Source: an optimization exercise on an open RTL-to-GDS flow (aim: small area, a short achievable clock period and few clock cycles). Production flows keep margins and buffers that such runs may drop.
The RTL was checked by simulation tests, not by an equivalence proof against the original design.

==> design/flow/design.v <==
module pong_physics (
    input  wire        clk,
    input  wire        rst,
    input  wire        cmd_valid,
    input  wire [39:0] cmd,
    output wire        cmd_ready,
    output reg         resp_valid,
    output reg  [15:0] resp,
    input  wire        tick_req
);
    function [15:0] chain13;
        input [12:0] u;
        reg [1:0] r, rw;
        reg [11:0] q;
        reg n1, n0;
        integer i;
        begin
            r = 2'd0;
            rw = 2'd0;
            q = 12'd0;
            for (i = 12; i >= 0; i = i - 1) begin
                if (i < 12) q[i] = r[1] | (r[0] & u[i]);
                n1 = (r[0] & ~u[i]) | (r[1] & u[i]);
                n0 = (~r[1] & ~r[0] & u[i]) | (r[1] & ~u[i]);
                r = {n1, n0};
                if (i == 3) rw = r;
            end
            chain13 = {rw, r, q};
        end
    endfunction
    function [11:0] chain11;
        input [10:0] u;
        reg [1:0] r;
        reg [9:0] q;
        reg n1, n0;
        integer i;
        begin
            r = 2'd0;
            q = 10'd0;
            for (i = 10; i >= 0; i = i - 1) begin
                if (i < 10) q[i] = r[1] | (r[0] & u[i]);
                n1 = (r[0] & ~u[i]) | (r[1] & u[i]);
                n0 = (~r[1] & ~r[0] & u[i]) | (r[1] & ~u[i]);
                r = {n1, n0};
            end
            chain11 = {r, q};
        end
    endfunction
    function [15:0] radd;
        input [15:0] a;
        input [15:0] b;
        input        ci;
        reg c;
        integer i;
        begin
            c = ci;
            for (i = 0; i < 16; i = i + 1) begin
                radd[i] = a[i] ^ b[i] ^ c;
                c = (a[i] & b[i]) | (a[i] & c) | (b[i] & c);
            end
        end
    endfunction
    function [15:0] radd3;
        input [15:0] a;
        input [15:0] b;
        input [15:0] c;
        input        ci;
        input        ck;
        reg [15:0] s, k;
        begin
            s = a ^ b ^ c;
            k = (a & b) | (a & c) | (b & c);
            radd3 = radd(s, {k[14:0], ck}, ci);
        end
    endfunction
    function [15:0] rneg;
        input [15:0] x;
        reg c;
        integer i;
        begin
            c = 1'b0;
            for (i = 0; i < 16; i = i + 1) begin
                rneg[i] = x[i] ^ c;
                c = c | x[i];
            end
        end
    endfunction
    function [15:0] tdiv4;
        input [15:0] x;
        begin
            tdiv4 = radd({{2{x[15]}}, x[15:2]}, 16'd0, x[15] && (x[1:0] != 2'd0));
        end
    endfunction
    reg [15:0] px, py, vx, vy, spin;
    reg [15:0] pos0, pos1, vr0, vr1;
    reg        vm0, vm1;
    reg [7:0]  sc0, sc1;
    reg        tick_en;
    reg [3:0]  bst;         
    reg [1:0]  ben;         
    reg        bwq;         
    reg        bcr;         
    reg [2:0]  bko;         
    reg        sv;
    reg [15:0] s1r;
    reg [10:0] dvq;
    reg [2:0]  dvk;
    reg        busy;        
    reg        pstep;       
    reg        ptick;
    reg        rst_q;       
    assign cmd_ready = !(rst || busy);
    wire [7:0]  op   = cmd[39:32];
    wire [7:0]  opa  = cmd[31:24];
    wire [7:0]  opb  = cmd[23:16];
    wire [15:0] imm  = cmd[15:0];
    wire        sel  = cmd[24];
    wire acc_cmd  = cmd_valid && !busy;
    wire acc_tick = tick_req && !busy && !cmd_valid && tick_en;
    wire c_step   = acc_cmd && (op == 8'h10);
    wire c_bounce = acc_cmd && (op == 8'h11);
    wire c_walls  = acc_cmd && (op == 8'h12);
    wire c_tick   = acc_cmd && (op == 8'h13);
    wire want_step = acc_tick || c_step || c_tick;
    wire do_step   = (want_step && sv) || pstep;
    wire step_tick = pstep ? ptick : !c_step;
    wire [15:0] vel0 = vm0 ? tdiv4(vr0) : vr0;
    wire [15:0] vel1 = vm1 ? tdiv4(vr1) : vr1;
    wire [15:0] sx   = sv ? s1r : spin;
    wire [15:0] ch1  = chain13({1'b1, ~sx[15], sx[14:4]});
    wire [1:0]  rw   = ch1[15:14];
    wire [1:0]  ra   = ch1[13:12];
    wire [8:0]  qw   = ch1[11:3] ^ 9'h100;           
    wire [10:0] qa   = ch1[10:0];                     
    wire        c1   = sx[15] && !((sx[6:0] == 7'd0) && (rw == 2'd0));
    wire [15:0] s1n  = radd(sx, ~{{7{qw[8]}}, qw}, !c1);            
    wire [15:0] dd16 = radd({12'd0, sx[3:0]}, {7'd0, ~qw}, !c1);
    wire [8:0]  dd   = dd16[8:0];
    wire [4:0]  ev5  = dd[8:4] + {3'd0, ra};                          
    reg  [2:0]  kk;
    reg  [1:0]  r2;
    always @(*) begin
        case (ev5)
            5'd0:  begin kk = 3'd0; r2 = 2'd0; end
            5'd1:  begin kk = 3'd0; r2 = 2'd1; end
            5'd2:  begin kk = 3'd0; r2 = 2'd2; end
            5'd3:  begin kk = 3'd1; r2 = 2'd0; end
            5'd4:  begin kk = 3'd1; r2 = 2'd1; end
            5'd5:  begin kk = 3'd1; r2 = 2'd2; end
            5'd6:  begin kk = 3'd2; r2 = 2'd0; end
            5'd7:  begin kk = 3'd2; r2 = 2'd1; end
            5'd8:  begin kk = 3'd2; r2 = 2'd2; end
            5'h1F: begin kk = 3'h7; r2 = 2'd2; end    
            5'h1E: begin kk = 3'h7; r2 = 2'd1; end    
            5'h1D: begin kk = 3'h7; r2 = 2'd0; end    
            5'h1C: begin kk = 3'h6; r2 = 2'd2; end    
            5'h1B: begin kk = 3'h6; r2 = 2'd1; end    
            default: begin kk = 3'h6; r2 = 2'd0; end  
        endcase
    end
    wire        c2   = sx[15] && !((dd[3:0] == 4'd0) && (r2 == 2'd0));
    wire [2:0]  dvkn = kk + {2'd0, c2};
    wire        vxp  = !vx[15] && (vx[14:0] != 15'd0);
    wire [15:0] dq16 = {{5{dvq[10]}}, dvq};
    wire [15:0] dk16 = {{13{dvk[2]}}, dvk};
    wire [15:0] vy1  = vy + (vxp ? dq16 : ~dq16) + (vxp ? dk16 : ~dk16) + (vxp ? 16'd0 : 16'd2);
    wire [11:0] ch3  = chain11({1'b1, ~vy1[15], vy1[14:6]});
    wire [1:0]  r3   = ch3[11:10];
    wire [9:0]  q3   = ch3[9:0] ^ 10'h200;             
    wire        c3   = vy1[15] && !((vy1[5:0] == 6'd0) && (r3 == 2'd0));
    wire [15:0] st_vy = vy1 + ~{{6{q3[9]}}, q3} + {15'd0, !c3};
    wire [5:0]  tau  = q3[5:0] + {5'd0, c3};
    wire [3:0]  t3h  = q3[9:6] + {3'd0, c3 && (q3[5:0] == 6'h3F)};
    wire        lt3  = vy1[5:0] < tau;
    wire        ne3  = vy1[5:0] != tau;
    wire [3:0]  s3   = ~t3h + 4'd1 - {3'd0, lt3} + {3'd0, vy1[15] && ne3};
    wire [15:0] pyb  = py + {{6{vy1[15]}}, vy1[15:6]};
    wire [15:0] pybp16 = radd({3'd0, pyb[15:3]}, 16'd0, 1'b1);
    wire [15:0] pybm16 = radd({3'd0, pyb[15:3]}, 16'hFFFF, 1'b0);
    wire [12:0] pybp = pybp16[12:0];
    wire [12:0] pybm = pybm16[12:0];
    wire [4:0]  plo  = {2'd0, pyb[2:0]} + {s3[3], s3};
    wire [15:0] st_py = {(plo[4] ? pybm : plo[3] ? pybp : pyb[15:3]), plo[2:0]};
    wire [15:0] st_px = radd(px, {{6{vx[15]}}, vx[15:6]}, vx[15] && (vx[5:0] != 6'd0));
    wire        st_pb = (st_px[15:7] == 9'd1) || (st_px[15:7] == 9'd126);
    wire        st_pw = st_px[15] || st_px[14] || (pyb[15:13] != 3'd0) ||
                        (pyb[12:0] < 13'd3) || (pyb[12:0] > 13'd8187);
    localparam [3:0] B_IDLE = 4'd0, B_HIT = 4'd1, B_VX = 4'd2, B_SP1 = 4'd3, B_SP2 = 4'd4,
                     B_VY3 = 4'd5, B_KICK = 4'd6, B_DIV4 = 4'd7, B_V16 = 4'd8, B_V32 = 4'd9,
                     B_W0 = 4'd10, B_W1 = 4'd11;
    wire psel  = px[13];
    wire bx1   = (px[15:7] == 9'd1);
    wire bx126 = (px[15:7] == 9'd126);
    wire [15:0] b_pos = psel ? pos1 : pos0;
    wire [15:0] b_vel = psel ? vel1 : vel0;
    wire [15:0] b_px  = psel ? {9'd125, px[6:0]} : {9'd2, px[6:0]};
    reg  [15:0] alu_a, alu_b;
    reg         alu_c;
    wire [2:0]  kmul3 = ({1'b0, bko[1:0] ^ {2{bko[2]}}} + 3'd1);           
    wire [15:0] kmag  = {4'd0, {1'b0, kmul3} + {kmul3, 1'b0}, 8'd0};        
    always @(*) begin
        alu_a = 16'd0;
        alu_b = 16'd0;
        alu_c = 1'b0;
        case (bst)
            B_HIT:  begin alu_a = {{7{py[15]}}, py[15:7]}; alu_b = ~{{4{b_pos[15]}}, b_pos[15:4]}; alu_c = 1'b1; end
            B_VX:   begin alu_b = ~vx; alu_c = 1'b1; end
            B_SP1:  begin alu_a = spin; alu_b = {b_vel[12:0], 3'd0} ^ {16{psel}}; alu_c = psel; end
            B_SP2:  begin alu_a = spin; alu_b = {b_vel[11:0], 4'd0} ^ {16{psel}}; alu_c = psel; end
            B_VY3:  begin alu_a = vy; alu_b = {vy[14:0], 1'b0}; end
            B_KICK: begin alu_a = vy; alu_b = kmag ^ {16{!bko[2]}}; alu_c = !bko[2]; end
            B_DIV4: begin alu_a = {{2{vy[15]}}, vy[15:2]}; alu_c = vy[15] && (vy[1:0] != 2'd0); end
            B_V16:  begin alu_a = vy; alu_b = {b_vel[11:0], 4'd0}; end
            B_V32:  begin alu_a = vy; alu_b = {b_vel[10:0], 5'd0}; end
            B_W0:   begin alu_b = ~py; alu_c = 1'b1; end
            B_W1:   begin alu_b = ~vy; alu_c = 1'b1; end
            default: ;
        endcase
    end
    wire [15:0] alu = radd(alu_a, alu_b, alu_c);
    wire        pyc    = py[15] && (py[6:0] != 7'd0);
    wire        d_lo   = (alu[15:2] == 14'h3FFF);                            
    wire        d_hi   = (alu[15:2] == 14'h0000);                            
    wire        off_ok = pyc ? (d_lo || (d_hi && alu[1:0] != 2'd3) || (alu[15:3] == 13'h1FFF && alu[2:0] == 3'd3))
                             : (d_lo || d_hi);
    wire [2:0]  o      = alu[2:0] + 3'd4 + {2'd0, pyc};
    wire        hit    = off_ok && ((bx1 && ben[0]) || (bx126 && ben[1]));
    wire w_act = (bst == B_W0);
    wire hl = w_act && px[15];
    wire hr = w_act && !px[15] && px[14];
    wire hx = hl || hr;
    wire vb = w_act && (py[15:13] != 3'd0);
    wire        nop0   = !sc0[7] && !sc1[7];
    wire [15:0] sc0i16 = radd({9'd0, sc0[6:0]}, 16'd0, 1'b1);
    wire [15:0] sc1i16 = radd({9'd0, sc1[6:0]}, 16'd0, 1'b1);
    wire [7:0]  sc0i   = {1'b1, sc0i16[6:0]};
    wire [7:0]  sc1i   = {1'b1, sc1i16[6:0]};
    reg [3:0] bst_n;
    always @(*) begin
        bst_n = B_IDLE;
        case (bst)
            B_IDLE: begin
                if (do_step && step_tick)
                    bst_n = st_pb ? B_HIT : st_pw ? B_W0 : B_IDLE;
                else if (c_bounce)
                    bst_n = B_HIT;
                else if (c_walls)
                    bst_n = B_W0;
            end
            B_HIT:  bst_n = hit ? B_VX : bwq ? B_W0 : B_IDLE;
            B_V32:  bst_n = bwq ? B_W0 : B_IDLE;
            B_W0:   bst_n = (vb && !hx) ? B_W1 : B_IDLE;
            B_W1:   bst_n = B_IDLE;
            default: bst_n = bst + 4'd1;
        endcase
    end
    wire [15:0] s_pos  = sel ? pos1 : pos0;
    wire [15:0] s_vel  = sel ? vel1 : vel0;
    wire [15:0] s_sum  = s_vel + {s_vel[14:0], 1'b0} + ~s_pos + imm + 16'd1;
    reg [15:0] rdb_val, rdp_val;
    always @(*) begin
        case (opa)
            8'd0:    rdb_val = px;
            8'd1:    rdb_val = py;
            8'd2:    rdb_val = vx;
            8'd3:    rdb_val = vy;
            8'd4:    rdb_val = spin;
            default: rdb_val = 16'h0000;
        endcase
        case (opb)
            8'd0:    rdp_val = s_pos;
            8'd1:    rdp_val = s_vel;
            8'd2:    rdp_val = sel ? 16'd126 : 16'd1;
            default: rdp_val = 16'h0000;
        endcase
    end
    wire spin_wr = (bst == B_SP1) || (bst == B_SP2) || hx || rst_q ||
                   (acc_cmd && ((op == 8'h19 && opa == 8'd4) || op == 8'h14));
    wire sv_n  = !spin_wr;
    always @(posedge clk) begin
        if (do_step || !sv) begin
            s1r <= s1n;
            dvq <= qa;
            dvk <= dvkn;
        end
        if (bst == B_HIT)     resp <= {15'd0, hit};
        else if (bst == B_W0) resp <= {15'd0, vb};
        else case (op)
            8'h18:   resp <= rdb_val;
            8'h21:   resp <= {{4{s_pos[15]}}, s_pos[15:4]};
            8'h28:   resp <= rdp_val;
            8'h31:   resp <= {14'd0, sc1[7], sc0[7]};
            8'h38:   resp <= {8'd0, sel ? sc1 : sc0};
            default: resp <= 16'h0000;
        endcase
        rst_q <= rst;
        if (rst) begin
            bst        <= B_IDLE;
            sv         <= 1'b0;
            busy       <= 1'b1;
            pstep      <= 1'b0;
            resp_valid <= 1'b0;
        end else begin
            resp_valid <= (acc_cmd && !c_bounce && !c_walls) ||
                          (bcr && ((bst == B_HIT) || (bst == B_W0)));
            sv   <= sv_n;
            bst  <= bst_n;
            busy  <= (bst_n != B_IDLE) || (want_step && !sv);
            pstep <= want_step && !sv;
            ptick <= !c_step;
            if (bst == B_IDLE) begin
                ben <= c_bounce ? (sel ? 2'b10 : 2'b01) : 2'b11;
                bwq <= st_pw && !c_bounce;
                bcr <= c_bounce || c_walls;
            end
            if (bst == B_HIT) begin
                bko <= o;
                if (hit) px <= b_px;
            end
            case (bst)
                B_VX:   vx <= alu;
                B_SP1, B_SP2: spin <= alu;
                B_VY3, B_KICK, B_DIV4, B_V16, B_V32, B_W1: vy <= alu;
                B_W0: begin
                    if (vb) py <= py[15] ? alu : {3'd0, ~py[12:0]};
                    if (hx) begin vy <= 16'd0; spin <= 16'd0; end
                    if (hl) begin px <= 16'd16128; vx <= 16'hF400; end
                    if (hr) begin px <= 16'd256;   vx <= 16'd3072; end
                    if (hr && nop0) sc0 <= sc0i;
                    if (hl && nop0) sc1 <= sc1i;
                end
                default: ;
            endcase
            if (do_step) begin
                spin <= s1r;
                vy   <= st_vy;
                px   <= st_px;
                py   <= st_py;
            end
            if (acc_cmd) begin
                case (op)
                    8'h01: tick_en <= 1'b1;
                    8'h02: tick_en <= 1'b0;
                    8'h14: begin
                        sc0[7] <= 1'b0;
                        sc1[7] <= 1'b0;
                    end
                    8'h19: begin
                        case (opa)
                            8'd0: px   <= imm;
                            8'd1: py   <= imm;
                            8'd2: vx   <= imm;
                            8'd3: vy   <= imm;
                            8'd4: spin <= imm;
                            default: ;
                        endcase
                    end
                    8'h20: begin
                        if (sel) begin
                            vr1  <= s_sum;
                            vm1  <= 1'b1;
                            pos1 <= imm;
                        end else begin
                            vr0  <= s_sum;
                            vm0  <= 1'b1;
                            pos0 <= imm;
                        end
                    end
                    8'h29: begin
                        if (opb == 8'd0) begin
                            if (sel) pos1 <= imm; else pos0 <= imm;
                        end else if (opb == 8'd1) begin
                            if (sel) begin vr1 <= imm; vm1 <= 1'b0; end
                            else     begin vr0 <= imm; vm0 <= 1'b0; end
                        end
                    end
                    8'h30: begin
                        if (nop0) begin
                            if (sel) sc1 <= sc1i;
                            else     sc0 <= sc0i;
                        end
                    end
                    default: ;
                endcase
            end
        end
        if (rst_q) begin
            sc0     <= 8'h00;
            sc1     <= 8'h00;
            tick_en <= 1'b0;
        end
        if (rst_q || (acc_cmd && op == 8'h14)) begin
            px   <= (sc1[7] && !rst_q) ? 16'd16128 : 16'd256;
            vx   <= (sc1[7] && !rst_q) ? 16'hF400 : 16'd3072;
            py   <= 16'd4096;
            vy   <= 16'd0;
            spin <= 16'd0;
            pos0 <= 16'd512;
            pos1 <= 16'd512;
            vr0  <= 16'd0;
            vr1  <= 16'd0;
        end
    end
endmodule
==> design/flow/flow/run.sh <==
#!/bin/bash
set -euo pipefail
export BUFFER_PORTS_ARGS="-buffer_cell sky130_fd_sc_hd__buf_2"
bash standard.sh > standard.log 2>&1
==> design/flow/standard.sh <==
#!/bin/bash
# synth_recipe.tcl (not shown) runs the flow's synth.tcl, then flattens the netlist and writes it again
# the make line also repeats each setting of config.mk as NAME=value (left out here)
make -C /OpenROAD-flow-scripts/flow DESIGN_CONFIG=/design/flow/config.mk WORK_HOME=/design/flow/orfs CLKGATE_MAP_FILE= SYNTH_SCRIPT=/design/flow/synth_recipe.tcl "${@:-finish}"
==> design/flow/config.mk <==
export PLATFORM = sky130hd
export DESIGN_NAME = pong_physics
export DESIGN_NICKNAME = pong_physics
export VERILOG_FILES = /design/flow/design.v
export SDC_FILE = /design/flow/constraint.sdc
export NUM_CORES = 4
export LEC_CHECK = 0
export ABC_AREA = 1
export CAP_MARGIN = 20
export CORE_MARGIN = 2
export CORE_UTILIZATION = 40
export CTS_CLUSTER_DIAMETER = 100
export CTS_CLUSTER_SIZE = 20
export SLEW_MARGIN = 20
==> design/flow/constraint.sdc <==
create_clock -name core_clock -period 30.0 [get_ports {clk}]
set_input_delay 6.0000 -clock core_clock [delete_from_list [all_inputs] [get_ports {clk}]]
set_output_delay 6.0000 -clock core_clock [all_outputs]
set_load 0.01 [all_outputs]
==> results.txt, run 1 <==
WL final=87.8 mm; Worst Setup Start Kind=input port; post-synth top area cell=dfxtp_1; drt first pass iters=6; Crit Path Max Fanout=13; vias per std cell=5.96; CTS Sinks=226; max_cap viols=0; Max Slew Vio Count=0; yosys warns=1; instance count of the mapped netlist=3021; Mapped Nets=3317; setup_tns=0 ns; Die X=236 um; Filler cells=5507; global-route wire length before repair=130 mm; RSZ-0062 raised after global routing=no; asr flop ratio synth=0; Post-DP Area=0.0225 mm2; Setup Crit Path Kind=in2out; layout cell share with drive strength beyond 1=0.0629; hold_buf cts=0; Post-synth EDFFs=72; gr usage total=0.309; simple-gate share of the synthesized area=0.185; largest family of logic cells by synthesized area=compound AO/OA/AOI/OAI gates; input/output buffers=61; Storage cell area=0.00525 mm2; Worst-Margin Slew=1.17 ns; Initial Utilization=0.407; max_slew headroom=0.217; initial drt markers=2612; adder-cell share of the synthesized area=0.180; Worst-path clk slew=0.09 ns; most common cell after layout, fill and taps aside=nand2_1; Compound-Gate Fraction of Synth Area=0.248; # DRC=0; syn_area_per_cell=7.12 um2; minimum clock period=12.53 ns; multi-input logic area=0.0139 mm2; top cell type's share of synthesized area=0.143; Fin Hold WS=0.490 ns; Crit. End Element=output pin; antenna violations before repair=4; Synth Area in XOR/XNOR=0.0310; Post-CTS Setup Bufs=0; sequential area share after synthesis=0.244; DIE AREA=0.0556 mm2; Final Hold Fails=0; post-cts gate resize count=0; CTS tree=done; Seq cells post-synth=226; largest net degree at the start of global routing=71; f_max=0.0798 GHz; Mapped Area=0.0215 mm2; core footprint=0.0529 mm2; via count=22100; Final nets=3308; antenna viol nets, final=0; most frequent cells in the layout=nand2_1, inv_1, o21ai_0, a21oi_1, nor2_1; DPL Wire Length=68.6 mm; Hold Crit Class=reg2reg; Num CTS Buffers=15; Critical Path AT=6.53 ns; Avg WL per Cell=23.7 um; Critical Path RT=24.00 ns; multiplexer area fraction after synthesis=0.00192; Die Span Y=236 um; root buffer cell=clkbuf_16; main flop type after synthesis=dfxtp_1; number of top-level pins=62; post-synth cell types=63; Syn-to-layout area delta=6.53%; gr ovfl total=0; CTS Buffer Depth=3; Final period util=0.418; run status=no timing/DRC/antenna violations; vias in the first global route=20300; H-tree Lvls=1; setup violators final=0; GP Congestion=1.08; Synth area leaders=dfxtp_1, edfxtp_1, ha_1; Post-Layout Inst Area=0.0229 mm2; final setup skew=0.0453 ns; row count=84; latest clock arrival within the worst-skew pair=0.55 ns
per-stage QoR:
step           setup slack [ns]  instances  utilization
6_report                  17.47       3709        0.433
5_1_grt                   17.45       3707        0.433
4_1_cts                   17.49       3707        0.433
3_5_place_dp              17.50       3683        0.425
3_3_place_gp              17.51       3682        0.425
2_1_floorplan             17.80       3021            -
metal layers:
| layer | routed length (um) | track usage | vias up |
|---|---|---|---|
| met5 | 36 | 0 | - |
| met3 | 8910 | 0.0577 | 200 |
| met2 | 36700 | 0.459 | 1132 |
| met4 | 3770 | 0.123 | 6 |
| met1 | 38400 | 0.439 | 10500 |
| li1 | - | - | 10300 |
registers in the layout, indices dropped and copies added, names as in the netlist, 2 cells and up:
name / count
vx: 16
sc1: 8
sc0: 8
px: 16
bko: 3
bst: 4
dvq: 11
vy: 16
py: 16
resp: 16
s1r: 16
pos1: 16
vr0: 16
pos0: 16
dvk: 3
ben: 2
vr1: 16
spin: 16
cell usage after synthesis (6+ instances only):
master and n:
nor3_1 34, xor2_1 54, nand4_1 13, a221o_1 8, o2111ai_1 8, a211oi_1 21, inv_1 473, nand3_1 109
nor4_1 24, a21oi_1 248, nor2_1 196, o21bai_1 11, clkbuf_1 104, or2_2 13, edfxtp_1 72, o21ai_1 26
inv_2 17, clkinv_1 9, xnor2_1 19, ha_1 157, dfxtp_1 154, buf_1 10, o221ai_1 23, a31oi_1 10
a2111oi_0 6, a22oi_1 17, fa_1 95, o2bb2ai_1 6, o211ai_1 42, nand2_2 14, o31ai_1 6, a221oi_1 40
o21ai_0 308, o22ai_1 97, nand2_1 519
critical path, cell delays in order:
cell	delay (ns)
buf_2	0.19
nor2_1	0.18
buf_2	0.16
layout make-up:
class | instances | share of cell area
diodes | 2 | 0.000218
clock buffers | 21 | 0.0174
clock inverters | 3 | 0.00104
inverters | 499 | 0.0817
multi-input cells | 2173 | 0.608
flip-flops and latches | 226 | 0.229
well taps | 688 | 0.0376
repair buffers | 97 | 0.0253
kinds of logic (layout without fill, tap and decap cells):
| logic type | Yosys count | after routing |
|---|---|---|
| other cells | 0 | 2 |
| compound gates | 901 | 901 |
| simple gates | 942 | 942 |
| flops | 226 | 226 |
| buf+inv | 622 | 620 |
| xor+xnor | 74 | 74 |
| fa+ha+maj | 252 | 252 |
| mux | 4 | 4 |
worst paths after layout:
path                from         to  slack, ns  cells after the start
setup / recovery     rst  cmd_ready      17.47                      3
hold / removal    vr1[5]     vr1[5]       0.49                      2
setup reg to reg  bst[0]      px[8]      18.55                     31
hold reg to reg   vr1[5]     vr1[5]       0.49                      2
Testbench counts, summed over its fixed seeds: cycles 32,694.
==> run 2, diff against run 1 <==
--- a/design/flow/design.v
+++ b/design/flow/design.v
@@ -171,18 +171,6 @@
     wire [15:0] st_vy = vy1 + ~{{6{q3[9]}}, q3} + {15'd0, !c3};
-    wire [5:0]  tau  = q3[5:0] + {5'd0, c3};
-    wire [3:0]  t3h  = q3[9:6] + {3'd0, c3 && (q3[5:0] == 6'h3F)};
-    wire        lt3  = vy1[5:0] < tau;
-    wire        ne3  = vy1[5:0] != tau;
-    wire [3:0]  s3   = ~t3h + 4'd1 - {3'd0, lt3} + {3'd0, vy1[15] && ne3};
-    wire [15:0] pyb  = py + {{6{vy1[15]}}, vy1[15:6]};
-    wire [15:0] pybp16 = radd({3'd0, pyb[15:3]}, 16'd0, 1'b1);
-    wire [15:0] pybm16 = radd({3'd0, pyb[15:3]}, 16'hFFFF, 1'b0);
-    wire [12:0] pybp = pybp16[12:0];
-    wire [12:0] pybm = pybm16[12:0];
-    wire [4:0]  plo  = {2'd0, pyb[2:0]} + {s3[3], s3};
-    wire [15:0] st_py = {(plo[4] ? pybm : plo[3] ? pybp : pyb[15:3]), plo[2:0]};
+    wire [15:0] st_py = py + {{6{st_vy[15]}}, st_vy[15:6]} + {15'd0, st_vy[15] && (st_vy[5:0] != 6'd0)};
     wire [15:0] st_px = radd(px, {{6{vx[15]}}, vx[15:6]}, vx[15] && (vx[5:0] != 6'd0));
     wire        st_pb = (st_px[15:7] == 9'd1) || (st_px[15:7] == 9'd126);
-    wire        st_pw = st_px[15] || st_px[14] || (pyb[15:13] != 3'd0) ||
-                        (pyb[12:0] < 13'd3) || (pyb[12:0] > 13'd8187);
+    wire        st_pw = st_px[15] || st_px[14] || (st_py[15:13] != 3'd0);
     localparam [3:0] B_IDLE = 4'd0, B_HIT = 4'd1, B_VX = 4'd2, B_SP1 = 4'd3, B_SP2 = 4'd4,
==> run 2 against run 1 <==
  * Still clean
  * Flip-flop and latch count unchanged
  * Sequential share of layout area grew 0.76 points
  * Critical endpoint unchanged
  * Clock skew is 0.0014 ns higher
  * Setup slack better by 0.045 ns
  * Die area shrank 4.2%
==> results.txt, run 2 <==
Synth top cells by count=nand2_1, inv_1, o21ai_0; CTS Sinks=226 (unchanged); global-route wire length before repair=127 mm (-2.1%); drt first pass iters=5 (-1); Worst-path clk slew=0.09 ns (about the same); setup violators final=0 (unchanged); final setup skew=0.0467 ns (+0.00143 ns); most common cell after layout, fill and taps aside=nand2_1; post-synth cell types=66 (+4.8%); root buffer cell=clkbuf_16; Post-CTS Setup Bufs=0 (unchanged); CTS Buffer Depth=3 (unchanged); Final nets=3122 (-5.6%); Worst R2R Path Depth=62 (+100%); Die X=231 um (-2.1%); Worst-Margin Slew=1.09 ns (-0.0845 ns); Post-synth EDFFs=72 (unchanged); top cell type's share of synthesized area=0.150 (+0.00647); Post-Layout Inst Area=0.0222 mm2 (-3.2%); layout cell share with drive strength beyond 1=0.0800 (+0.0171); max_slew headroom=0.268 (+0.0516); RSZ-0062 raised after global routing=no; Reg2Reg Launch Point=vx[15]; Seq cells post-synth=226 (unchanged); yosys warns=1 (unchanged); antenna viol nets, final=0 (unchanged); Fin Hold WS=0.455 ns (-0.0350 ns); H-tree Lvls=1 (unchanged); most frequent cells in the layout=nand2_1, inv_1, o21ai_0, a21oi_1, nor2_1; Worst Setup Start Kind=input port; Avg WL per Cell=24.3 um (+2.6%); Crit. End Element=output pin; vias per std cell=5.97 (+0.10%); CTS tree=done; final non-filler cell total=3558 (-4.1%); vias in the first global route=20000 (-1.7%); crit path max-delay cell type=buf_2; Final Hold Fails=0 (unchanged); f_max=0.0801 GHz (+0.36%); critical-path cell list=buf_2, nor2_1, buf_2; latest clock arrival within the worst-skew pair=0.56 ns (about the same); Die Span Y=231 um (-2.1%); main flop type after synthesis=dfxtp_1; sequential area share after synthesis=0.255 (+0.0110); CP startpoint=rst; Placed Cells incl. Taps=3525 (-4.3%); largest net degree at the start of global routing=75 (+5.6%); Filler cells=5293 (-3.9%); Mapped Area=0.0206 mm2 (-4.3%); gr usage total=0.318 (+0.00979); core footprint=0.0511 mm2 (-3.4%); Post-DP Area=0.0216 mm2 (-3.7%); row count=83 (-1.2%); Critical Path AT=6.49 ns (-0.04 ns); most used cell, CP=buf_2; flop2flop setup slack=17.95 ns (-0.60 ns); Crit Path Max Fanout=14 (+1); WL final=86.4 mm (-1.6%); antenna violations before repair=2 (-2); initial drt markers=2277 (-13%); Max Slew Vio Count=0 (unchanged); post-synth top area cell=dfxtp_1; Critical Path Max Stage Delay=0.18 ns (about the same); hold_buf cts=0 (unchanged); syn_area_per_cell=7.21 um2 (+1.3%); via count=21200 (-4.0%); Setup Crit Path Kind=in2out; instance count of the mapped netlist=2854 (-5.5%); Hold Crit Class=reg2reg; Mapped Nets=3112 (-6.2%); max_cap viols=0 (unchanged); input/output buffers=61 (unchanged); Critical Path RT=24.00 ns (about the same); gr ovfl total=0 (unchanged); Final period util=0.416 (-0.00149); Syn-to-layout area delta=7.78%; Num CTS Buffers=17 (+2); reg-to-reg endpoint=busy; number of top-level pins=62 (unchanged); DIE AREA=0.0533 mm2 (-4.2%); GP Congestion=0.994 (-8.0%); Initial Utilization=0.403 (-0.00406); crit path to=cmd_ready; minimum clock period=12.49 ns (-0.0448 ns); run status=no timing/DRC/antenna violations; asr flop ratio synth=0 (unchanged); post-cts gate resize count=0 (unchanged); # DRC=0 (unchanged); setup_tns=0 ns (unchanged); top-count cell post-synth=nand2_1; Synth area leaders=dfxtp_1, edfxtp_1, fa_1; DPL Wire Length=67.6 mm (-1.5%)
## run 2: cell types whose count changed in the layout (fill, tap and decap cells not counted), sizes merged, moves of 8 or more
cell   change
a221o      -8
buf        +8
ha        -37
inv       -41
nand2     -73
nand3     -25
nor2      -10
o21ai     +28
o31ai      +8
or2        +8
## run 2: cells by family (layout without fill, tap and decap cells)
group                      Yosys count  after routing  share of synthesized area
AOI/OAI and AO/OA                  915            915                      0.261
other                                0              3                          0
buffers and inverters              571            592                      0.105
adders and majority gates          214            214                      0.164
and+or+nand+nor                    848            848                      0.180
DFF                                226            226                      0.255
muxes                                7              7                    0.00353
xor gates and xnor gates            73             73                     0.0311
## run 2: layout make-up
cell class | instances | area [um2] | area share
antenna | 3 | 7.51 | 0.000338
clock buffer | 24 | 452 | 0.0204
clock inverter | 6 | 67.6 | 0.00305
inverter | 457 | 1720 | 0.0776
multi-input combinational | 2057 | 13200 | 0.595
sequential | 226 | 5250 | 0.236
tap | 680 | 851 | 0.0384
timing repair buffer | 105 | 636 | 0.0287
## run 2: worst min path at each step
stage	startpoint	endpoint	cells past startpoint
floorplan	sc1[6]	sc1[6]	1
global placement	sc1[6]	sc1[6]	1
detailed placement	sc1[6]	sc1[6]	1
CTS	sc1[6]	sc1[6]	1
global route	sc1[6]	sc1[6]	1
finish	sc1[6]	sc1[6]	1
## run 2: layer usage
metal | share of wire | up-vias | GRT usage
li1 | - | 9819 | -
met1 | 0.41 | 10200 | 0.407
met2 | 0.45 | 999 | 0.510
met3 | 0.082 | 219 | 0.0583
met4 | 0.058 | 0 | 0.168
met5 | 0 | - | 0
## run 2: critical path: cells and delay by family
kind | cells | cell delay (ns)
buffers and inverters | 2 | 0.33
AND/OR/NAND/NOR | 1 | 0.15
## run 2: per-stage QoR
step / utilization / setup slack (ns)
finish: 0.434 / 17.51
floorplan: - / 17.80
detailed placement: 0.424 / 17.50
CTS: 0.434 / 17.50
global placement: 0.424 / 17.53
global route: 0.434 / 16.89
Testbench counts of run 2, summed over its fixed seeds: cycles 32,694.
==> run 3, diff against run 2 <==
--- a/design/flow/design.v
+++ b/design/flow/design.v
@@ -162,3 +162,3 @@
     wire [2:0]  dvkn = kk + {2'd0, c2};
-    wire        vxp  = !vx[15] && (vx[14:0] != 15'd0);
+    reg         vxp;
     wire [15:0] dq16 = {{5{dvq[10]}}, dvq};
@@ -265,3 +265,4 @@
     wire spin_wr = (bst == B_SP1) || (bst == B_SP2) || hx || rst_q ||
-                   (acc_cmd && ((op == 8'h19 && opa == 8'd4) || op == 8'h14));
+                   (bst == B_VX) ||
+                   (acc_cmd && ((op == 8'h19 && (opa == 8'd4 || opa == 8'd2)) || op == 8'h14));
     wire sv_n  = !spin_wr;
@@ -284,2 +285,3 @@
         rst_q <= rst;
+        vxp   <= !vx[15] && (vx[14:0] != 15'd0);
         if (rst) begin
==> run 3 against run 2 <==
  * Maximum frequency shrank 0.65%
  * Flip-flop and latch count grew 1
  * Critical endpoint unchanged
  * Worst hold slack gained 0.021 ns
  * Critical path depth is the same
  * Global-route usage grew 2.0 points
  * Setup slack lost 0.082 ns
==> results.txt, run 3 <==
run status=no timing/DRC/antenna violations; Hold Crit Class=reg2reg; Worst-path clk slew=0.09 ns (about the same); largest net degree at the start of global routing=81 (+8.0%); global-route wire length before repair=133 mm (+4.5%); launch point of the worst hold path=sc1[6]; Avg WL per Cell=26.0 um (+7.1%); top-count cell post-synth=nand2_1; Final Hold Fails=0 (unchanged); Hold Path End=sc1[6]; minimum clock period=12.57 ns (+0.0821 ns); final non-filler cell total=3544 (-0.39%); most common cell after layout, fill and taps aside=nand2_1; post-synth top area cell=dfxtp_1; number of top-level pins=62 (unchanged); Num CTS Buffers=19 (+2); Max Slew Vio Count=0 (unchanged); setup_tns=0 ns (unchanged); instance count of the mapped netlist=2841 (-0.46%); initial drt markers=2662 (+17%); Crit. End Element=output pin; f_max=0.0796 GHz (-0.65%); Setup Crit Path Kind=in2out; DPL Wire Length=71.5 mm (+5.8%); Worst R2R Path Depth=57 (-8.1%); root buffer cell=clkbuf_16; setup violators final=0 (unchanged); Die Span Y=231 um (about the same); max_slew headroom=0.208 (-0.0606); CTS Sinks=227 (+0.44%); Seq cells post-synth=227 (+0.44%); hold_buf cts=0 (unchanged); flop2flop setup slack=18.51 ns (+0.56 ns); syn_area_per_cell=7.24 um2 (+0.41%); most frequent cells in the layout=nand2_1, inv_1, o21ai_0, a21oi_1, dfxtp_1; antenna viol nets, final=0 (unchanged); sequential area share after synthesis=0.256 (+0.00108); Die X=231 um (about the same); Critical Path AT=6.57 ns (+0.08 ns); layout cell share with drive strength beyond 1=0.0812 (+0.00118); Worst Setup Start Kind=input port; reg-to-reg endpoint=busy; row count=83 (unchanged); core footprint=0.0511 mm2 (unchanged); Synth top cells by count=nand2_1, inv_1, o21ai_0; Critical Path RT=24.00 ns (about the same); antenna violations before repair=2 (unchanged); vias per std cell=6.07 (+1.6%); drt first pass iters=6 (+1); latest clock arrival within the worst-skew pair=0.58 ns (+0.02 ns); CTS Buffer Depth=3 (unchanged); Worst-Margin Slew=1.16 ns (+0.0725 ns); # DRC=0 (unchanged); max_cap viols=0 (unchanged); final setup skew=0.0436 ns (-0.00309 ns); Synth area leaders=dfxtp_1, edfxtp_1, fa_1; Post-synth EDFFs=72 (unchanged); Post-CTS Setup Bufs=0 (unchanged); post-synth cell types=68 (+3.0%); yosys warns=1 (unchanged); GP Congestion=1.05 (+5.6%); Final nets=3102 (-0.64%); Final period util=0.419 (+0.00274); DIE AREA=0.0533 mm2 (about the same); main flop type after synthesis=dfxtp_1; Crit Path Max Fanout=17 (+3); WL final=92.2 mm (+6.7%); Syn-to-layout area delta=8.25%; via count=21500 (+1.2%); hold depth=2 (+1); Mapped Nets=3098 (-0.45%); Initial Utilization=0.403 (about the same); top cell type's share of synthesized area=0.151 (+0.00104); Placed Cells incl. Taps=3504 (-0.60%); RSZ-0062 raised after global routing=no; CTS tree=done; asr flop ratio synth=0 (unchanged); input/output buffers=61 (unchanged); gr usage total=0.339 (+0.0202); vias in the first global route=19700 (-1.4%); Reg2Reg Launch Point=vxp; H-tree Lvls=1 (unchanged); final core utilization=0.436 (+0.00169); Mapped Area=0.0206 mm2 (about the same); post-cts gate resize count=0 (unchanged); gr ovfl total=0 (unchanged)
[run 3: worst max-delay path by stage]
stage                     startpoint        end  slack (ns)  depth (start not counted)
after detailed placement         rst  cmd_ready       17.44                          3
after floorplan                  rst  cmd_ready       17.64                          2
after CTS                        rst  cmd_ready       17.44                          3
final                            rst  cmd_ready       17.43                          3
after global routing             rst  cmd_ready       17.40                          3
after global placement           rst  cmd_ready       17.45                          3
[run 3: metrics by stage]
step	setup WS (ns)	hold WS, ns	area (um2)
floorplan	17.64	0.443	20600
finish	17.43	0.476	22300
global placement	17.45	0.464	21600
CTS	17.44	0.473	22200
detailed placement	17.44	0.461	21600
global route	17.40	0.510	22300
[run 3: cells by family after synthesis]
| kind of cell | count (synthesis) | share of synthesized area |
|---|---|---|
| XOR/XNOR | 71 | 0.0302 |
| buffers and inverters | 579 | 0.106 |
| flip-flops | 227 | 0.256 |
| multiplexers | 10 | 0.00511 |
| AND/OR/NAND/NOR | 836 | 0.180 |
| AO/OA/AOI/OAI | 905 | 0.258 |
| adder cells (fa/ha/maj) | 213 | 0.164 |
[run 3: area by class of cell]
cell class / instances / area, um2
diodes: 6 / 15.0
multi-input cells: 2035 / 13200
clock buffers: 24 / 515
inverters: 462 / 1740
flip-flops and latches: 227 / 5270
fillers: 5294 / 28800
clock inverters: 10 / 121
well taps: 680 / 851
repair buffers: 100 / 598
[run 3: metal layers]
metal,GRT usage,up-vias,part of all wire
met3,0.0870,189,0.11
met2,0.492,1127,0.42
met1,0.477,10400,0.43
li1,-,9792,-
met4,0.133,2,0.044
met5,0,-,0.00017
[run 3: critical path: stages]
cell and delay [ns]:
buf_2 0.29, nor2_1 0.12, buf_2 0.15
Testbench counts of run 3, summed over its fixed seeds: cycles 32,694.
==> run 4, diff against run 3 <==
--- a/design/flow/design.v
+++ b/design/flow/design.v
@@ -286,9 +286,3 @@
         vxp   <= !vx[15] && (vx[14:0] != 15'd0);
-        if (rst) begin
-            bst        <= B_IDLE;
-            sv         <= 1'b0;
-            busy       <= 1'b1;
-            pstep      <= 1'b0;
-            resp_valid <= 1'b0;
-        end else begin
+        begin
             resp_valid <= (acc_cmd && !c_bounce && !c_walls) ||
@@ -376,3 +370,10 @@
         end
+        if (rst || rst_q) begin
+            busy       <= 1'b1;
+            resp_valid <= 1'b0;
+        end
         if (rst_q) begin
+            bst     <= B_IDLE;
+            sv      <= 1'b0;
+            pstep   <= 1'b0;
             sc0     <= 8'h00;
==> run 4 against run 3 <==
  * Global-route usage down 1.3 points
  * Still clean
  * Highest routed layer unchanged
  * Clock skew down 0.0090 ns
  * Largest cell class unchanged
  * Via count down 4.7%
  * Critical path type unchanged
==> results.txt, run 4 <==
most frequent cells in the layout=nand2_1, inv_1, o21ai_0, a21oi_1, dfxtp_1; Worst R2R Path Depth=59 (+3.5%); Final nets=3068 (-1.1%); Die Span Y=228 um (-1.2%); Initial Utilization=0.403 (about the same); Mapped Nets=3072 (-0.84%); instance count of the mapped netlist=2815 (-0.92%); CTS Sinks=227 (unchanged); Num CTS Buffers=16 (-3); Seq cells post-synth=227 (unchanged); WL final=86.4 mm (-6.2%); main flop type after synthesis=dfxtp_1; hold depth=2 (unchanged); post-synth cell types=67 (-1.5%); yosys warns=1 (unchanged); gr ovfl total=0 (unchanged); setup_tns=0 ns (unchanged); drt first pass iters=8 (+2); Setup Crit Path Kind=in2out; post-synth top area cell=dfxtp_1; via count=20500 (-4.7%); Worst Setup Start Kind=input port; Critical Path AT=6.31 ns (-0.26 ns); setup violators final=0 (unchanged); Final period util=0.410 (-0.00859); root buffer cell=clkbuf_16; # DRC=0 (unchanged); Post-CTS Setup Bufs=0 (unchanged); Crit. End Element=output pin; vias per std cell=5.87 (-3.3%); Worst-Margin Slew=1.15 ns (-0.0128 ns); syn_area_per_cell=7.13 um2 (-1.5%); sequential area share after synthesis=0.246 (-0.0102); most common cell after layout, fill and taps aside=nand2_1; top cell type's share of synthesized area=0.187 (+0.0366); diode count=0 (-6); CTS tree=done; Mapped Area=0.0201 mm2 (-2.4%); DPL Wire Length=68.5 mm (-4.2%); Fin Hold WS=0.476 ns (-0.000248 ns); gr usage total=0.326 (-0.0127); antenna violations before repair=3 (+1); row count=82 (-1.2%); Max Slew Vio Count=0 (unchanged); latest clock arrival within the worst-skew pair=0.54 ns (-0.04 ns); f_max=0.0812 GHz (+2.1%); Crit Path Max Fanout=3 (-14); max_slew headroom=0.228 (+0.0204); minimum clock period=12.31 ns (-0.258 ns); Synth top cells by count=nand2_1, inv_1, o21ai_0; DIE AREA=0.0520 mm2 (-2.3%); vias in the first global route=19900 (+0.88%); Avg WL per Cell=24.8 um (-4.8%); input/output buffers=61 (unchanged); number of top-level pins=62 (unchanged); CTS Buffer Depth=3 (unchanged); H-tree Lvls=1 (unchanged); Critical Path RT=24.00 ns (about the same); GP Congestion=1.03 (-1.4%); Final Hold Fails=0 (unchanged); RSZ-0062 raised after global routing=no; Worst-path clk slew=0.08 ns (about the same); asr flop ratio synth=0 (unchanged); max_cap viols=0 (unchanged); run status=no timing/DRC/antenna violations; Syn-to-layout area delta=7.26%; final setup skew=0.0347 ns (-0.00896 ns); initial drt markers=2097 (-21%); antenna viol nets, final=0 (unchanged); largest net degree at the start of global routing=108 (+33%); top-count cell post-synth=nand2_1; layout cell share with drive strength beyond 1=0.0727 (-0.00848); post-cts gate resize count=0 (unchanged); hold_buf cts=0 (unchanged); Filler cells=5251 (-0.81%); global-route wire length before repair=128 mm (-3.6%); Hold Crit Class=reg2reg; core footprint=0.0499 mm2 (-2.4%); Synth area leaders=dfxtp_1, fa_1, nand2_1; Post-synth EDFFs=39 (-46%); Die X=228 um (-1.2%)
run 4: cell count changes after synthesis, sizes merged, moves of 19 or more:
| cell | delta |
|---|---|
| a211oi | +19 |
| a21oi | -35 |
| dfxtp | +33 |
| edfxtp | -33 |
| nand2 | +35 |
| o21ai | -42 |
| o22ai | -36 |
run 4: worst paths after layout:
| check | from | to | slack (ns) |
|---|---|---|---|
| worst max-delay path | rst | cmd_ready | 17.69 |
| worst min-delay path | vr1[4] | vr1[4] | 0.48 |
| worst max register to register | vxp | busy | 18.98 |
| worst min register to register | vr1[4] | vr1[4] | 0.48 |
run 4: worst max-delay path, cell delays in order:
cell	delay, ns
buf_2	0.11
nor2_1	0.07
buf_2	0.13
run 4: metal layers:
layer | share of wire | wire [um] | GRT usage | vias up
met5 | 0.00012 | 10 | 0 | -
met4 | 0.054 | 4680 | 0.153 | 2
met3 | 0.080 | 6880 | 0.0584 | 219
met2 | 0.45 | 38700 | 0.531 | 895
met1 | 0.42 | 36100 | 0.419 | 9832
li1 | - | - | - | 9545
run 4: cell families (layout without fill, tap and decap cells):
logic type	Yosys count	in the layout	synth area share
fa+ha+maj	213	213	0.168
simple gates	870	870	0.188
buf+inv	588	593	0.111
compound gates	833	833	0.250
mux	10	10	0.00523
xor+xnor	74	74	0.0323
flops	227	227	0.246
run 4: stage by stage:
stage / cell area, um2 / utilization / setup WS, ns / cells
finish: 21500 / 0.432 / 17.69 / 3492
floorplan: 20100 / - / 17.84 / 2815
CTS: 21500 / 0.432 / 17.69 / 3492
global placement: 21000 / 0.422 / 17.67 / 3465
detailed placement: 21000 / 0.422 / 17.69 / 3465
global route: 21500 / 0.432 / 17.66 / 3492
run 4: cell type report:
cell class / count / area (um2) / area share
Tap cell: 672 / 841 / 0.0390
Inverter: 477 / 1790 / 0.0831
Multi-Input combinational cell: 2000 / 13000 / 0.602
Clock buffer: 22 / 454 / 0.0211
Sequential cell: 227 / 4930 / 0.229
Clock inverter: 5 / 38.8 / 0.00180
Timing Repair Buffer: 89 / 519 / 0.0241
Testbench counts of run 4, summed over its fixed seeds: cycles 32,694.
==> run 5, diff against run 4 <==
--- a/design/flow/design.v
+++ b/design/flow/design.v
@@ -162,3 +162,3 @@
     wire [2:0]  dvkn = kk + {2'd0, c2};
-    reg         vxp;
+    wire        vxp  = !vx[15] && (vx[14:0] != 15'd0);
     wire [15:0] dq16 = {{5{dvq[10]}}, dvq};
@@ -178,2 +178,33 @@
                      B_W0 = 4'd10, B_W1 = 4'd11;
+    localparam [3:0] R_ZERO = 4'd0, R_PX = 4'd1, R_PY = 4'd2, R_VX = 4'd3, R_VY = 4'd4,
+                     R_SPIN = 4'd5, R_POS = 4'd6, R_VEL = 4'd7, R_GETY = 4'd8, R_LANE = 4'd9,
+                     R_CHK = 4'd10, R_SC = 4'd11, R_FLAG = 4'd12;
+    reg [3:0] rk, rk_n;
+    reg       rp, rf;
+    always @(*) begin
+        rk_n = R_ZERO;
+        case (op)
+            8'h11, 8'h12: rk_n = R_FLAG;
+            8'h18: if (opa[7:3] == 5'd0)
+                       case (opa[2:0])
+                           3'd0: rk_n = R_PX;
+                           3'd1: rk_n = R_PY;
+                           3'd2: rk_n = R_VX;
+                           3'd3: rk_n = R_VY;
+                           3'd4: rk_n = R_SPIN;
+                           default: rk_n = R_ZERO;
+                       endcase
+            8'h21: rk_n = R_GETY;
+            8'h28: if (opb[7:2] == 6'd0)
+                       case (opb[1:0])
+                           2'd0: rk_n = R_POS;
+                           2'd1: rk_n = R_VEL;
+                           2'd2: rk_n = R_LANE;
+                           default: rk_n = R_ZERO;
+                       endcase
+            8'h31: rk_n = R_CHK;
+            8'h38: rk_n = R_SC;
+            default: rk_n = R_ZERO;
+        endcase
+    end
     wire psel  = px[13];
@@ -181,4 +212,28 @@
     wire bx126 = (px[15:7] == 9'd126);
-    wire [15:0] b_pos = psel ? pos1 : pos0;
-    wire [15:0] b_vel = psel ? vel1 : vel0;
+    wire        ps    = (bst == B_IDLE) ? rp : psel;
+    wire [15:0] b_pos = ps ? pos1 : pos0;
+    wire [15:0] b_vel = ps ? vel1 : vel0;
+    reg  [15:0] amux;
+    always @(*) begin
+        amux = 16'd0;
+        case (bst)
+            B_IDLE:
+                case (rk)
+                    R_PX:   amux = px;
+                    R_PY:   amux = py;
+                    R_VX:   amux = vx;
+                    R_VY:   amux = vy;
+                    R_SPIN: amux = spin;
+                    R_POS:  amux = b_pos;
+                    R_VEL:  amux = b_vel;
+                    R_GETY: amux = {{4{b_pos[15]}}, b_pos[15:4]};
+                    default: amux = 16'd0;
+                endcase
+            B_HIT:  amux = {{7{py[15]}}, py[15:7]};
+            B_SP1, B_SP2: amux = spin;
+            B_VY3, B_KICK, B_V16, B_V32: amux = vy;
+            B_DIV4: amux = {{2{vy[15]}}, vy[15:2]};
+            default: amux = 16'd0;
+        endcase
+    end
     wire [15:0] b_px  = psel ? {9'd125, px[6:0]} : {9'd2, px[6:0]};
@@ -189,3 +244,3 @@
     always @(*) begin
-        alu_a = 16'd0;
+        alu_a = amux;
         alu_b = 16'd0;
@@ -193,11 +248,11 @@
         case (bst)
-            B_HIT:  begin alu_a = {{7{py[15]}}, py[15:7]}; alu_b = ~{{4{b_pos[15]}}, b_pos[15:4]}; alu_c = 1'b1; end
+            B_HIT:  begin alu_b = ~{{4{b_pos[15]}}, b_pos[15:4]}; alu_c = 1'b1; end
             B_VX:   begin alu_b = ~vx; alu_c = 1'b1; end
-            B_SP1:  begin alu_a = spin; alu_b = {b_vel[12:0], 3'd0} ^ {16{psel}}; alu_c = psel; end
-            B_SP2:  begin alu_a = spin; alu_b = {b_vel[11:0], 4'd0} ^ {16{psel}}; alu_c = psel; end
-            B_VY3:  begin alu_a = vy; alu_b = {vy[14:0], 1'b0}; end
-            B_KICK: begin alu_a = vy; alu_b = kmag ^ {16{!bko[2]}}; alu_c = !bko[2]; end
-            B_DIV4: begin alu_a = {{2{vy[15]}}, vy[15:2]}; alu_c = vy[15] && (vy[1:0] != 2'd0); end
-            B_V16:  begin alu_a = vy; alu_b = {b_vel[11:0], 4'd0}; end
-            B_V32:  begin alu_a = vy; alu_b = {b_vel[10:0], 5'd0}; end
+            B_SP1:  begin alu_b = {b_vel[12:0], 3'd0} ^ {16{psel}}; alu_c = psel; end
+            B_SP2:  begin alu_b = {b_vel[11:0], 4'd0} ^ {16{psel}}; alu_c = psel; end
+            B_VY3:  begin alu_b = {vy[14:0], 1'b0}; end
+            B_KICK: begin alu_b = kmag ^ {16{!bko[2]}}; alu_c = !bko[2]; end
+            B_DIV4: begin alu_c = vy[15] && (vy[1:0] != 2'd0); end
+            B_V16:  begin alu_b = {b_vel[11:0], 4'd0}; end
+            B_V32:  begin alu_b = {b_vel[10:0], 5'd0}; end
             B_W0:   begin alu_b = ~py; alu_c = 1'b1; end
@@ -208,2 +263,12 @@
     wire [15:0] alu = radd(alu_a, alu_b, alu_c);
+    always @(*) begin
+        case (rk)
+            R_PX, R_PY, R_VX, R_VY, R_SPIN, R_POS, R_VEL, R_GETY: resp = amux;
+            R_LANE:  resp = rp ? 16'd126 : 16'd1;
+            R_CHK:   resp = {14'd0, sc1[7], sc0[7]};
+            R_SC:    resp = {8'd0, rp ? sc1 : sc0};
+            R_FLAG:  resp = {15'd0, rf};
+            default: resp = 16'h0000;
+        endcase
+    end
     wire        pyc    = py[15] && (py[6:0] != 7'd0);
@@ -247,22 +312,4 @@
     wire [15:0] s_sum  = s_vel + {s_vel[14:0], 1'b0} + ~s_pos + imm + 16'd1;
-    reg [15:0] rdb_val, rdp_val;
-    always @(*) begin
-        case (opa)
-            8'd0:    rdb_val = px;
-            8'd1:    rdb_val = py;
-            8'd2:    rdb_val = vx;
-            8'd3:    rdb_val = vy;
-            8'd4:    rdb_val = spin;
-            default: rdb_val = 16'h0000;
-        endcase
-        case (opb)
-            8'd0:    rdp_val = s_pos;
-            8'd1:    rdp_val = s_vel;
-            8'd2:    rdp_val = sel ? 16'd126 : 16'd1;
-            default: rdp_val = 16'h0000;
-        endcase
-    end
     wire spin_wr = (bst == B_SP1) || (bst == B_SP2) || hx || rst_q ||
-                   (bst == B_VX) ||
-                   (acc_cmd && ((op == 8'h19 && (opa == 8'd4 || opa == 8'd2)) || op == 8'h14));
+                   (acc_cmd && ((op == 8'h19 && opa == 8'd4) || op == 8'h14));
     wire sv_n  = !spin_wr;
@@ -274,15 +321,16 @@
         end
-        if (bst == B_HIT)     resp <= {15'd0, hit};
-        else if (bst == B_W0) resp <= {15'd0, vb};
-        else case (op)
-            8'h18:   resp <= rdb_val;
-            8'h21:   resp <= {{4{s_pos[15]}}, s_pos[15:4]};
-            8'h28:   resp <= rdp_val;
-            8'h31:   resp <= {14'd0, sc1[7], sc0[7]};
-            8'h38:   resp <= {8'd0, sel ? sc1 : sc0};
-            default: resp <= 16'h0000;
-        endcase
+        if (acc_cmd) begin
+            rk <= rk_n;
+            rp <= sel;
+        end
+        if (bst == B_HIT)     rf <= hit;
+        else if (bst == B_W0) rf <= vb;
         rst_q <= rst;
-        vxp   <= !vx[15] && (vx[14:0] != 15'd0);
-        begin
+        if (rst) begin
+            bst        <= B_IDLE;
+            sv         <= 1'b0;
+            busy       <= 1'b1;
+            pstep      <= 1'b0;
+            resp_valid <= 1'b0;
+        end else begin
             resp_valid <= (acc_cmd && !c_bounce && !c_walls) ||
@@ -370,10 +418,3 @@
         end
-        if (rst || rst_q) begin
-            busy       <= 1'b1;
-            resp_valid <= 1'b0;
-        end
         if (rst_q) begin
-            bst     <= B_IDLE;
-            sv      <= 1'b0;
-            pstep   <= 1'b0;
             sc0     <= 8'h00;
==> run 5 against run 4 <==
  * Design area up 2.9%
  * Worst hold slack better by 0.013 ns
  * Clock skew down 0.011 ns
  * Global-route usage about the same
  * Critical endpoint unchanged
  * Register-to-register slack worse by 1.6 ns
  * Die area up 2.5%
  * Setup slack worse by 0.30 ns
==> results.txt, run 5 <==
run status=no timing/DRC/antenna violations; f_max=0.0793 GHz (-2.3%); Synth area leaders=dfxtp_1, edfxtp_1, nand2_1; post-synth top area cell=dfxtp_1; yosys warns=1 (unchanged); WL final=88.5 mm (+2.4%); Seq cells post-synth=216 (-4.8%); Post-synth EDFFs=78 (+100%); CTS Buffer Depth=3 (unchanged); diode count=0 (unchanged); setup violators final=0 (unchanged); Worst-path clk slew=0.07 ns (about the same); vias per std cell=6.04 (+3.0%); most used cell, CP=buf_2; Worst R2R Path Depth=65 (+10%); Avg WL per Cell=24.8 um (+0.34%); Die Span Y=231 um (+1.3%); Placed Cells incl. Taps=3534 (+2.0%); initial drt markers=2632 (+26%); RSZ-0062 raised after global routing=no; GP Congestion=1.05 (+1.0%); Setup Crit Path Kind=in2out; launch point of the worst hold path=pos0[12]; CTS tree=done; gr ovfl total=0 (unchanged); Crit Path Max Fanout=17 (+14); Worst Setup Slack post-DPL=17.41 ns (-0.282 ns); minimum clock period=12.61 ns (+0.296 ns); Crit. End Element=output pin; CTS Sinks=216 (-4.8%); Post-Layout Inst Area=0.0222 mm2 (+2.9%); most common cell after layout, fill and taps aside=nand2_1; final non-filler cell total=3563 (+2.0%); main flop type after synthesis=dfxtp_1; input/output buffers=61 (unchanged); flop2flop setup slack=17.40 ns (-1.58 ns); max_cap viols=0 (unchanged); Worst-Margin Slew=1.19 ns (+0.0473 ns); post-synth cell types=67 (unchanged); Final Hold Fails=0 (unchanged); hold depth=2 (unchanged); # DRC=0 (unchanged); crit path max-delay cell type=buf_2; Reg2Reg Launch Point=vx[15]; most frequent cells in the layout=nand2_1, inv_1, o21ai_0, nor2_1, a21oi_1; top cell type's share of synthesized area=0.134 (-0.0533); sequential area share after synthesis=0.248 (+0.00207); antenna viol nets, final=0 (unchanged); critical-path cell list=buf_2, nor2_1, buf_2; root buffer cell=clkbuf_16; Hold Crit Class=reg2reg; Critical Path AT=6.61 ns (+0.30 ns); antenna violations before repair=4 (+1); drt first pass iters=5 (-3); syn_area_per_cell=7.16 um2 (+0.37%); Mapped Nets=3137 (+2.1%); largest net degree at the start of global routing=84 (-22%); gr usage total=0.326 (+0.000500); Critical Path Max Stage Delay=0.33 ns (+0.20 ns); vias in the first global route=20300 (+2.2%); Critical Path RT=24.00 ns (about the same); core footprint=0.0511 mm2 (+2.5%); Final nets=3133 (+2.1%); Syn-to-layout area delta=7.60%; hold_buf cts=0 (unchanged); Final WS setup=17.39 ns (-0.296 ns); Post-CTS Setup Bufs=0 (unchanged); Max Slew Vio Count=0 (unchanged); Post-DP Area=0.0216 mm2 (+2.8%); Fin Hold WS=0.489 ns (+0.0129 ns); DIE AREA=0.0533 mm2 (+2.5%); Worst Setup Start Kind=input port; Die X=231 um (+1.3%); max_slew headroom=0.196 (-0.0319); DPL Wire Length=69.7 mm (+1.8%); Hold Path End=pos0[12]; Initial Utilization=0.403 (+0.000457); Num CTS Buffers=16 (unchanged); final core utilization=0.434 (+0.00183); number of top-level pins=62 (unchanged); global-route wire length before repair=131 mm (+2.2%); reg-to-reg endpoint=busy; post-cts gate resize count=0 (unchanged); setup_tns=0 ns (unchanged); via count=21500 (+5.1%); final setup skew=0.0232 ns (-0.0114 ns); layout cell share with drive strength beyond 1=0.0642 (-0.00853); Synth top cells by count=nand2_1, inv_1, o21ai_0; instance count of the mapped netlist=2877 (+2.2%); Final period util=0.420 (+0.00986); H-tree Lvls=1 (unchanged); Mapped Area=0.0206 mm2 (+2.6%); row count=83 (+1.2%); top-count cell post-synth=nand2_1; latest clock arrival within the worst-skew pair=0.53 ns (about the same); asr flop ratio synth=0 (unchanged)
==> run 5: cell count changes after synthesis, moves of 20 or more <==
| cell | change |
|---|---|
| nor2_1 | +51 |
| dfxtp_1 | -50 |
| nand2_1 | +49 |
| o21ai_0 | +46 |
| a21oi_1 | -41 |
| edfxtp_1 | +39 |
| inv_1 | -34 |
| xor2_1 | +28 |
| o221ai_1 | +22 |
| o22ai_1 | +20 |
==> run 5: cell type report <==
cell class,count,area [um2]
fillers,5339,28900
multi-input cells,2107,13500
flip-flops and latches,216,5100
inverters,434,1630
well taps,680,851
repair buffers,98,583
clock buffers,23,458
clock inverters,5,66.3
==> run 5: worst max path at each step <==
| stage | slack (ns) | startpoint | end | cells after the start |
|---|---|---|---|---|
| after floorplan | 17.64 | rst | cmd_ready | 2 |
| after global placement | 17.42 | rst | cmd_ready | 3 |
| after detailed placement | 17.41 | rst | cmd_ready | 3 |
| after CTS | 17.41 | rst | cmd_ready | 3 |
| after global routing | 16.52 | vx[15] | busy | 64 |
| final | 17.39 | rst | cmd_ready | 3 |
==> run 5: critical path, delay by kind of cell <==
kind          cells  cell delay [ns]
simple gates      1             0.11
buf+inv           2             0.48
==> run 5: cell families (layout without fill, tap and decap cells) <==
group	count (synthesis)	in the layout	share of synthesized area
AND/OR/NAND/NOR	934	934	0.190
XOR/XNOR	85	85	0.0365
multiplexers	6	6	0.00292
flip-flops	216	216	0.248
adder cells (fa/ha/maj)	216	216	0.165
AO/OA/AOI/OAI	866	866	0.256
buffers and inverters	554	560	0.101
==> run 5: routing by layer <==
metal | global-route usage | share of wire | routed length (um)
met1 | 0.442 | 0.43 | 37800
met2 | 0.503 | 0.43 | 37800
met3 | 0.0535 | 0.087 | 7690
met4 | 0.163 | 0.058 | 5150
met5 | 0 | 0.00023 | 20
Testbench counts of run 5, summed over its fixed seeds: cycles 32,694.

## static timing again, ports no longer ideal
The results above use ideal ports. As a check the final layouts listed here were re-extracted and re-timed, cells and wires unchanged. Step 1 (the two cells are an assumption about what drives the block):
set clk [get_ports {clk}]
set_driving_cell -lib_cell sky130_fd_sc_hd__clkbuf_16 $clk
set_driving_cell -lib_cell sky130_fd_sc_hd__buf_2 [delete_from_list [all_inputs] $clk]
Step 2 also shifts input and output timing later by t, the mid clock arrival at the registers, as if the neighbouring blocks saw the same clock. Slacks: no drivers / after step 1 / after step 2; pairs: no drivers / after step 1.
| run | t, ns | slack for setup (ns) | cell pins on the clock port's net |
|---|---|---|---|
| run 1 | 0.590 | 17.470 / 17.452 / 17.452 | 1 |
| run 2 | 0.593 | 17.515 / 17.495 / 17.495 | 1 |
| run 3 | 0.615 | 17.433 / 17.405 / 17.405 | 1 |
| run 4 | 0.585 | 17.690 / 17.672 / 17.672 | 1 |
| run 5 | 0.585 | 17.395 / 17.372 / 17.372 | 1 |
After both steps every run listed still meets setup and hold. The setup slack of run 3, which loses most, moves by -0.028 ns with the drivers and by -0.028 ns with both steps.
